Context: an optimization exercise on an open-source flow, tuned for small area, a short achievable clock period and few clock cycles per item. The choices shown serve that exercise and are no tape-out recipe.
RTL that was checked went through simulation tests only; none was proved equivalent to the original.
Power is estimated from default activity; no workload was simulated.

alpha:
Design ate1_pixel_unit, start of the top module:
module ate1_pixel_unit (
    input  wire        clk,
    input  wire        rst,         
    input  wire        in_valid,
    output wire        in_ready,
    input  wire [3:0]  in_op,
    input  wire [63:0] in_d,
    input  wire [63:0] in_s,
    input  wire [16:0] in_t,
    output reg         out_valid,
    input  wire        out_ready,
    output reg  [63:0] out_p
);
For scale: ~770 flip-flops, about 220 I/O pins.
export LEC_CHECK = 0
export CAP_MARGIN = 20
export CORE_MARGIN = 2
export CORE_UTILIZATION = 45
export CTS_CLUSTER_DIAMETER = 200
export CTS_CLUSTER_SIZE = 20
export GPL_ROUTABILITY_DRIVEN = 0
export SLEW_MARGIN = 20
export SYNTH_HIERARCHICAL = 1
export TNS_END_PERCENT = 50
create_clock -name core_clock -period 16.0 [get_ports {clk}]
standard.sh (not shown) runs the stock make flow with config.mk's settings and CLKGATE_MAP_FILE= SYNTH_SCRIPT=/design/flow/synth_recipe.tcl, a recipe that flattens the netlist after the stock synthesis.
==> flow/flow/run.sh <==
#!/bin/bash
# Standard layout (bash standard.sh) with two changes to how it is made:
# - timing repair aims to leave flow/setup_margin ns of setup slack, so it
#   works towards a shorter period than the 16 ns clock (the SDC is unchanged);
# - the port buffers that buffer_ports inserts are buf_1 cells.
# The make output goes to flow_make.log; ORFS's own logs are under orfs/logs.
set -euo pipefail
export SETUP_SLACK_MARGIN=$(cat flow/setup_margin)
export BUFFER_PORTS_ARGS="-buffer_cell sky130_fd_sc_hd__buf_1"
bash standard.sh > flow_make.log 2>&1
==> flow/flow/setup_margin <==
11.0
Testbench counts of alpha, summed over its fixed seeds: cycles 42,153, items 32,000.
Input-level comparison between beta and alpha:
--- a/flow/flow/run.sh
+++ b/flow/flow/run.sh
@@ -5 +5 @@
-# - the port buffers that buffer_ports inserts are buf_1 cells.
+# - the port buffers that buffer_ports inserts are buf_2 cells.
@@ -9 +9 @@
-export BUFFER_PORTS_ARGS="-buffer_cell sky130_fd_sc_hd__buf_1"
+export BUFFER_PORTS_ARGS="-buffer_cell sky130_fd_sc_hd__buf_2"
==> flow/flow/setup_margin <==
10.5
--- a/flow/config.mk
+++ b/flow/config.mk
@@ -10 +10 @@
-export CORE_UTILIZATION = 45
+export CORE_UTILIZATION = 35
@@ -13 +12,0 @@
-export GPL_ROUTABILITY_DRIVEN = 0
@@ -16 +14,0 @@
-export TNS_END_PERCENT = 50
Notes after the runs:
- beta vs alpha, destination of the critical timing path: p1_c[17] vs p2_h[1]
- The die height in beta sits 13% above the value recorded for alpha.
- Looking at effective utilization at floorplan across beta and alpha, the one that comes out lower is beta.
- Of the two values seen for startpoint of the worst setup timing path, p1_c[9] was produced by alpha and ir_cw_a[12] by beta.
- Comparing least setup slack across all paths after layout for beta and alpha, the smaller number came from beta.
- Going from alpha to beta, the die outline area was found to have gone up by 47000 sq um.
Input changes introduced in gamma (baseline for comparison: beta):
--- a/flow/flow/run.sh
+++ b/flow/flow/run.sh
@@ -5 +5 @@
-# - the port buffers that buffer_ports inserts are buf_2 cells.
+# - the port buffers that buffer_ports inserts are buf_1 cells.
@@ -9 +9,2 @@
-export BUFFER_PORTS_ARGS="-buffer_cell sky130_fd_sc_hd__buf_2"
+export SKIP_CTS_REPAIR_TIMING=1
+export BUFFER_PORTS_ARGS="-buffer_cell sky130_fd_sc_hd__buf_1"
==> flow/flow/setup_margin <==
10.8
--- a/flow/config.mk
+++ b/flow/config.mk
@@ -10 +10 @@
-export CORE_UTILIZATION = 35
+export CORE_UTILIZATION = 45
@@ -12,0 +13 @@
+export GPL_ROUTABILITY_DRIVEN = 0
==> comparison <==
gamma: full flow OK, the timing, design-rule and antenna checks passed
Diff beta -> gamma: layout overhead on the synthesized area went up by 0.27 points, placement-stage cell area went down by about 0.8%.
Comparing gamma and beta, the lower power share of the clock group was measured on gamma.
The higher depth of the critical timing path with buffers and inverters included came out of gamma.
Compared with beta, in gamma total power now sits higher; cell area after layout now sits at about the same level; worst path required time now sits lower; final cell count now sits lower.


ate1_pixel_unit again, from the RTL that the note above started with.
clock: 16.0 ns
lec_check: 0
cap_margin: 20
core_margin: 2
core_utilization: 35
cts_cluster_diameter: 200
cts_cluster_size: 20
slew_margin: 20
synth_hierarchical: 1
==> flow/flow/run.sh <==
#!/bin/bash
# Standard layout (bash standard.sh) with two changes to how it is made:
# - timing repair aims to leave flow/setup_margin ns of setup slack, so it
#   works towards a shorter period than the 16 ns clock (the SDC is unchanged);
# - the port buffers that buffer_ports inserts are buf_2 cells.
# The make output goes to flow_make.log; ORFS's own logs are under orfs/logs.
set -euo pipefail
export SETUP_SLACK_MARGIN=$(cat flow/setup_margin)
export BUFFER_PORTS_ARGS="-buffer_cell sky130_fd_sc_hd__buf_2"
bash standard.sh > flow_make.log 2>&1
==> flow/flow/setup_margin <==
10.7
Testbench counts at the start, summed over its fixed seeds: cycles 42,153, items 32,000.
Next try:
--- a/flow/flow/run.sh
+++ b/flow/flow/run.sh
@@ -5 +5,3 @@
-# - the port buffers that buffer_ports inserts are buf_2 cells.
+# - the buffers ABC inserted are removed before placement instead of a
+#   first timing repair at floorplan;
+# - the port buffers that buffer_ports inserts are buf_1 cells.
@@ -9 +11,2 @@
-export BUFFER_PORTS_ARGS="-buffer_cell sky130_fd_sc_hd__buf_2"
+export REMOVE_ABC_BUFFERS=1
+export BUFFER_PORTS_ARGS="-buffer_cell sky130_fd_sc_hd__buf_1"
==> flow/flow/setup_margin (replaced) <==
10.8
CORE_UTILIZATION = 45   (was 35)
GPL_ROUTABILITY_DRIVEN = 0   (was default)
=>
- fmax shrinks slightly
- utilization grows by 11 points
- cell count shrinks by a few percent
- setup slack got worse by 0.043 ns
- die area shrinks by about a fifth
- first-iteration DRC count grows by a few percent
- synthesized cell count does not change
- non-clock buffer count grows by 18
- worst hold slack stays flat
- global-route usage grows by 5.9 points
Next try:
--- a/flow/flow/run.sh
+++ b/flow/flow/run.sh
@@ -5,2 +4,0 @@
-# - the buffers ABC inserted are removed before placement instead of a
-#   first timing repair at floorplan;
@@ -11 +8,0 @@
-export REMOVE_ABC_BUFFERS=1
=>
- The changed run completed without violations
- worst setup slack is better by 0.16 ns
- non-clock buffer count came out lower by 28
- synthesized area is unchanged
- power came out higher by 0.97%
- die area is unchanged
- clock power is about the same
- synthesized cell count does not change


## build 81
Starting RTL as in the previous note.
Settings: LEC_CHECK=0, CAP_MARGIN=20, CORE_MARGIN=2, CORE_UTILIZATION=35, CTS_CLUSTER_DIAMETER=150, CTS_CLUSTER_SIZE=25, SLEW_MARGIN=20, SYNTH_HIERARCHICAL=1; clock period 16.0 ns.
==> flow/flow/run.sh <==
#!/bin/bash
# Standard layout (bash standard.sh) with two changes to how it is made:
# - timing repair aims to leave flow/setup_margin ns of setup slack, so it
#   works towards a shorter period than the 16 ns clock (the SDC is unchanged);
# - the port buffers that buffer_ports inserts are buf_2 cells.
# The make output goes to flow_make.log; ORFS's own logs are under orfs/logs.
set -euo pipefail
export SETUP_SLACK_MARGIN=$(cat flow/setup_margin)
export BUFFER_PORTS_ARGS="-buffer_cell sky130_fd_sc_hd__buf_2"
bash standard.sh > flow_make.log 2>&1
==> flow/flow/setup_margin <==
10.7
Testbench counts of build 81, summed over its fixed seeds: cycles 42,153, items 32,000.
## Diff of input files: build 85 against build 81
- a change of CORE_UTILIZATION from 35 to 45
- a change of CTS_CLUSTER_SIZE from 25 to 20
- a change of CTS_CLUSTER_DIAMETER from 150 to 200
==> flow/flow/run.sh <==
#!/bin/bash
# Standard layout (bash standard.sh) with two changes to how it is made:
# - timing repair aims to leave flow/setup_margin ns of setup slack, so it
#   works towards a shorter period than the 16 ns clock (the SDC is unchanged);
# - the port buffers that buffer_ports inserts are buf_1 cells.
# The make output goes to flow_make.log; ORFS's own logs are under orfs/logs.
set -euo pipefail
export SETUP_SLACK_MARGIN=$(cat flow/setup_margin)
export BUFFER_PORTS_ARGS="-buffer_cell sky130_fd_sc_hd__buf_1"
bash standard.sh > flow_make.log 2>&1
==> flow/flow/setup_margin <==
10.8
==> comparison <==
Summary of build 85 over build 81: met3 demand-to-capacity share in global routing picked up an extra 2.1 points, switching component of the power lost 0.37%, leakage power of the design lost 1.0%, register share of total power neither gained nor lost much.
Build 85 reached the end of the flow, and the finished layout is clean on the timing, design-rule and antenna checks.
Compared with build 81, build 85 degrades setup slack after placement.
Input-level comparison between build 87 and build 85:
- GPL_ROUTABILITY_DRIVEN newly set to 0
- TNS_END_PERCENT newly set to 50
## What came out
- Build 87 vs build 85: sequential share of layout area up
- The fraction of area in clock buffers and inverters of build 87 and that of build 85 are within noise of each other.
- Compared to build 85, build 87 has cell area after layout 1.1% lower.
- Measured against each other, build 85 and build 87 differ in maximum fanout along the worst path, the higher figure coming from build 85.
- Comparing build 85 against build 87, there is no change at all in number of buffers added on ports.
- Build 87 vs build 85: wire length the detailed router placed on met1 down
- When the final numbers for build 85 and build 87 were put side by side, the number of non-clock buffers turned out to be smaller in build 87.
- Between build 85 and build 87, the difference in total global routing overflow is negligible.


== run a ==
ate1_pixel_unit, a different RTL version from the one above (not shown whole).
Size: roughly 8200 cells after synthesis, about 81000 um^2 of cells after synthesis.
clock: 16.0 ns
lec_check: 0
cap_margin: 20
core_margin: 2
core_utilization: 35
slew_margin: 20
run.sh (not shown) runs the stock make flow with config.mk's settings and CLKGATE_MAP_FILE= SYNTH_SCRIPT=/design/flow/synth_recipe.tcl, a recipe that flattens the netlist after the stock synthesis.
Stock flow here: none of the scripts above is used.
Input-level comparison between run b and run a:
==> flow/flow/run.sh (new file) <==
#!/bin/bash
# Standard layout (bash standard.sh), with timing repair aiming at a
# tighter setup target than the 16 ns clock: repair_timing is asked to leave
# SETUP_SLACK_MARGIN ns of setup slack. The SDC is the design's, unchanged.
set -euo pipefail
export SETUP_SLACK_MARGIN=$(cat flow/setup_margin)
bash standard.sh > flow_make.log 2>&1
==> flow/flow/setup_margin (new file) <==
10.5
==> flow/standard.sh (new file) <==
#!/bin/bash
# synth_recipe.tcl (not shown) runs the flow's synth.tcl, then flattens the netlist and writes it again
# the make line also repeats each setting of config.mk as NAME=value (left out here)
make -C /OpenROAD-flow-scripts/flow DESIGN_CONFIG=/design/flow/config.mk WORK_HOME=/design/flow/orfs CLKGATE_MAP_FILE= SYNTH_SCRIPT=/design/flow/synth_recipe.tcl "${@:-finish}"
removed: flow/run.sh
Results
- Run b against run a: total detailed-routing wirelength shows an increase of 2.9%; final design area excluding fillers went up; worst hold slack after final layout lower.
- Run b: net switching share of the total power lower than run a
- From run a to run b the numbers moved as follows: wire length of the first global-routing pass grew by 2.3%, post-route worst setup slack grew by 1710 ps, maximum frequency grew by about 30%, endpoint arrival time on the critical path shrank by 1650 ps.
- Run b vs run a: met2 demand-to-capacity share in global routing up
Function was not checked in any run of this note: the RTL went through the layout flow alone.

-- afterwards: timing with drivers on the ports --
Ports are ideal in the flow. The routed layouts listed here were re-timed in OpenROAD.
Step 1, drivers: a clkbuf_16 drives clk and a buf_2 each remaining input, both assumed.
Step 2, shift: input delay + t, output delay - t, t = (earliest + latest rising clock arrival at the registers) / 2. This alone moves slack from input paths to output paths.
a / b / c = ideal / step 1 / step 2; a / b = the first two.
| run | shift t [ns] | setup slack, ns | hold slack, ns | worst data-port slew with drivers (ns) |
|---|---|---|---|---|
| alpha | 0.752 | 10.771 / 10.771 / 10.133 | 0.416 / 0.416 / 0.416 | 0.30 |
| beta | 0.758 | 10.622 / 10.608 / 9.944 | 0.413 / 0.413 / 0.413 | 0.36 |
| gamma | 0.751 | 10.772 / 10.772 / 10.113 | 0.406 / 0.406 / 0.406 | 0.31 |
| the first run of note 2 | 0.766 | 10.734 / 10.717 / 9.955 | 0.416 / 0.416 / 0.416 | 0.25 |
| the second run of note 2 | 0.757 | 10.692 / 10.692 / 10.134 | 0.418 / 0.418 / 0.418 | 0.24 |
| the third run of note 2 | 0.750 | 10.852 / 10.803 / 10.117 | 0.399 / 0.399 / 0.399 | 0.33 |
| build 81 | 0.765 | 10.753 / 10.720 / 9.999 | 0.426 / 0.426 / 0.426 | 0.23 |
| build 85 | 0.755 | 10.858 / 10.824 / 10.069 | 0.421 / 0.421 / 0.421 | 0.35 |
| build 87 | 0.764 | 10.687 / 10.622 / 9.859 | 0.417 / 0.417 / 0.417 | 0.26 |
| run a | 0.845 | 8.769 / 8.769 / 8.769 | 0.413 / 0.413 / 0.413 | 0.25 |
| run b | 0.874 | 10.480 / 10.480 / 9.756 | 0.390 / 0.390 / 0.390 | 0.07 |
After both steps every run listed still meets setup and hold. For build 87, which loses most, drivers alone change the setup slack by -0.065 ns; drivers and shift together by -0.828 ns.
